Background: an optimization exercise with open tools, aiming at small area. Do not read the settings as production practice.
Function was checked by simulation only, so behaviour that the tests miss may differ from the original.
Power figures rest on the tool's default switching activity, not on a simulated workload.

==> v37 <==
==> flow/design.v (excerpt) <==
module dxpc (
    input  wire        clk,
    input  wire        rst,           
    input  wire [15:0] t_byte,        
    input  wire        buf_we,
    input  wire [7:0]  buf_waddr,
    input  wire [7:0]  buf_wdata,
    input  wire        cmd_valid,
    output wire        cmd_ready,
    input  wire [3:0]  cmd_op,
    input  wire [7:0]  cmd_id,
    input  wire [7:0]  cmd_cmd,
    input  wire [7:0]  cmd_addr,
    input  wire [7:0]  cmd_count,
    input  wire [7:0]  cmd_width,
    input  wire [15:0] cmd_value,
    input  wire [7:0]  cmd_len,
    output wire        tx_valid,
    output wire [7:0]  tx_data,
    input  wire        tx_ready,
    input  wire        rx_valid,
    input  wire [7:0]  rx_data,
    output wire        rx_ready,
    output wire        res_valid,
    input  wire        res_ready,
    output wire [3:0]  res_status,
    output wire [2:0]  res_kind,
    output wire [3:0]  info_state,
    output wire [7:0]  info_byte,
    output wire [7:0]  info_expected,
    output wire [7:0]  info_received,
    output wire [7:0]  info_code,
    output wire [7:0]  info_count,
    output wire [7:0]  res_pid,
    output wire [7:0]  res_plen,
    output wire [7:0]  res_pcmd,
    output wire [7:0]  res_pn,
    output wire [15:0] res_v16,
    output wire [31:0] res_ts,
    input  wire [7:0]  rd_idx,
    output wire [7:0]  rd_data,
    output wire [15:0] rd_pos
);
clock: 12.0 ns
lec_check: 0
abc_area: 1
cap_margin: 20
core_margin: 2
core_utilization: 68
place_density: 0.78
setup_slack_margin: 0.1
slew_margin: 20
standard.sh (not shown) runs the stock make flow with config.mk's settings and CLKGATE_MAP_FILE= SYNTH_SCRIPT=/design/flow/synth_recipe.tcl, a recipe that flattens the netlist after the stock synthesis.
==> flow/flow/run.sh <==
#!/bin/bash
# Own layout flow: the standard ORFS flow (standard.sh), with these changes:
#  - synthesis maps logic with the ABC script in flow/abc_area.script
#    (ABC_AREA=1 in config.mk selects it); registers are mapped by the
#    standard synthesis steps before ABC, so they are the standard ones;
#  - ports are buffered with sky130_fd_sc_hd__buf_1;
#  - a fanout limit (flow/pre_place.tcl) before global placement, so repair
#    splits the very wide buffer-write-data nets;
#  - CTS with larger sink clusters and without dummy loads.
# Each step's full output is in orfs/logs/; make's output in flow_run.log.
set -euo pipefail
cd "$(dirname "$0")/.."
WORK=$(pwd)
rm -rf "$WORK/scripts_mod"
cp -r "$FLOW_HOME/scripts" "$WORK/scripts_mod"
cp "$WORK/flow/abc_area.script" "$WORK/scripts_mod/abc_area.script"
export SCRIPTS_DIR="$WORK/scripts_mod"
export PRE_GLOBAL_PLACE_TCL="$WORK/flow/pre_place.tcl"
export PRE_RESIZE_TCL="$WORK/flow/pre_place.tcl"
export CTS_ARGS="-sink_clustering_enable -repair_clock_nets -dont_use_dummy_load -sink_clustering_size 16 -sink_clustering_max_diameter 70 -buf_list {sky130_fd_sc_hd__clkbuf_8}"
export BUFFER_PORTS_ARGS="-buffer_cell sky130_fd_sc_hd__buf_1"
bash standard.sh > "$WORK/flow_run.log" 2>&1
==> flow/flow/abc_area.script <==
strash
&get -n
&st
&b
&dch
&nf -a
&st
&b
&dch
&nf -a
&put
topo
==> flow/flow/pre_place.tcl <==
set_max_fanout 48 [current_design]
==> v8: changes against v37 <==
- CORE_UTILIZATION: 68 -> 55
- PLACE_DENSITY: 0.78 -> 0.65
==> flow_summary.ini <==
[sta]
fmax_mhz = 85.3
fin_ws_ns = 0.283

[critical_path]
worstRegToRegCells = 28
path_class = in -> out

[run_status]
status = no timing/DRC/antenna violations

[route]
via_per_inst = 7.14

[finish]
seq_share_pct = 70.7
fillCellCount = 11000

[die]
placement_rows = 141
the above is filed under v8

==> flow_summary.ini <==
[die]
placement_rows = 127
tapCellCount = 1612

[finish]
seq_share_pct = 71.3

[sta]
fin_ws_ns = 0.374
fmax_mhz = 86.0

[route]
via_per_inst = 7.64

[run_status]
status = no timing/DRC/antenna violations

[grt]
grt_pass1_vias = 51400

[placement]
gp_congestion = 0.988

[critical_path]
worstRegToRegCells = 31
path_class = reg -> out

[pwr]
power.net_switching_mw = 9.51
the above is filed under v37


========
==> inputs of willow <==
dxpc again, from the RTL that the note above started with.
clock: 12.0 ns
lec_check: 0
abc_area: 1
cap_margin: 20
core_margin: 2
core_utilization: 55
place_density: 0.65
setup_slack_margin: 0.2
slew_margin: 20
==> flow/flow/pre_place.tcl <==
set_max_fanout 24 [current_design]
Scripts as last shown in full above: flow/flow/run.sh, flow/flow/abc_area.script
==> lagoon (differences from willow) <==
==> flow/flow/pre_place.tcl (replaced) <==
set_max_fanout 48 [current_design]
--- a/flow/config.mk
+++ b/flow/config.mk
@@ -8,7 +8,7 @@
 export ABC_AREA = 1
 export CAP_MARGIN = 20
 export CORE_MARGIN = 2
-export CORE_UTILIZATION = 55
-export PLACE_DENSITY = 0.65
-export SETUP_SLACK_MARGIN = 0.2
+export CORE_UTILIZATION = 75
+export PLACE_DENSITY = 0.85
+export SETUP_SLACK_MARGIN = 0.1
 export SLEW_MARGIN = 20
==> violet (differences from willow) <==
==> flow/flow/pre_place.tcl (replaced) <==
set_max_fanout 48 [current_design]
--- a/flow/config.mk
+++ b/flow/config.mk
@@ -8,7 +8,7 @@
 export ABC_AREA = 1
 export CAP_MARGIN = 20
 export CORE_MARGIN = 2
-export CORE_UTILIZATION = 55
-export PLACE_DENSITY = 0.65
-export SETUP_SLACK_MARGIN = 0.2
+export CORE_UTILIZATION = 62
+export PLACE_DENSITY = 0.72
+export SETUP_SLACK_MARGIN = 0.1
 export SLEW_MARGIN = 20
==> summary of the runs <==
Between willow and violet, the lower non-clock buffer count is in violet (gap 106).
Of lagoon and willow, willow has the higher clock skew (gap 0.0099 ns).
The highest cell area belongs to willow, the lowest to lagoon.
Sequential share of layout area: violet is lower than lagoon (0.62 points).
In sequential power, violet and willow hardly differ.

what the ideal ports hide:
No port has a modelled driver above. Below, the same layouts with a new extraction and two added sets of constraints. Step 1 assumes that a clkbuf_16 drives the clock port and a buf_2 every other input. Step 2 times the ports against the registers' clock, not the clock port: input delays grow and output delays shrink by t, the midpoint of the rising clock arrivals with the driver on. a / b / c = no drivers / after step 1 / after step 2; a / b = the first two.
run	t (ns)	slack for setup (ns)	worst setup path at the end	clock arrival spread, ns	cell pins on the clock port's net
v37	0.981	0.374 / 0.296 / 0.454	input to output	0.108 / 0.108	1
v8	0.982	0.283 / 0.250 / 0.250	input to output	0.132 / 0.132	1
willow	0.988	0.530 / 0.453 / 0.532	input to output	0.084 / 0.085	1
lagoon	0.957	0.494 / 0.424 / 0.424	input to output	0.076 / 0.075	1
violet	0.984	0.397 / 0.325 / 0.399	input to output	0.091 / 0.091	1
After both steps every run listed still meets setup and hold. The setup slack of lagoon, which loses most, moves by -0.070 ns with the drivers and by -0.070 ns with both steps.
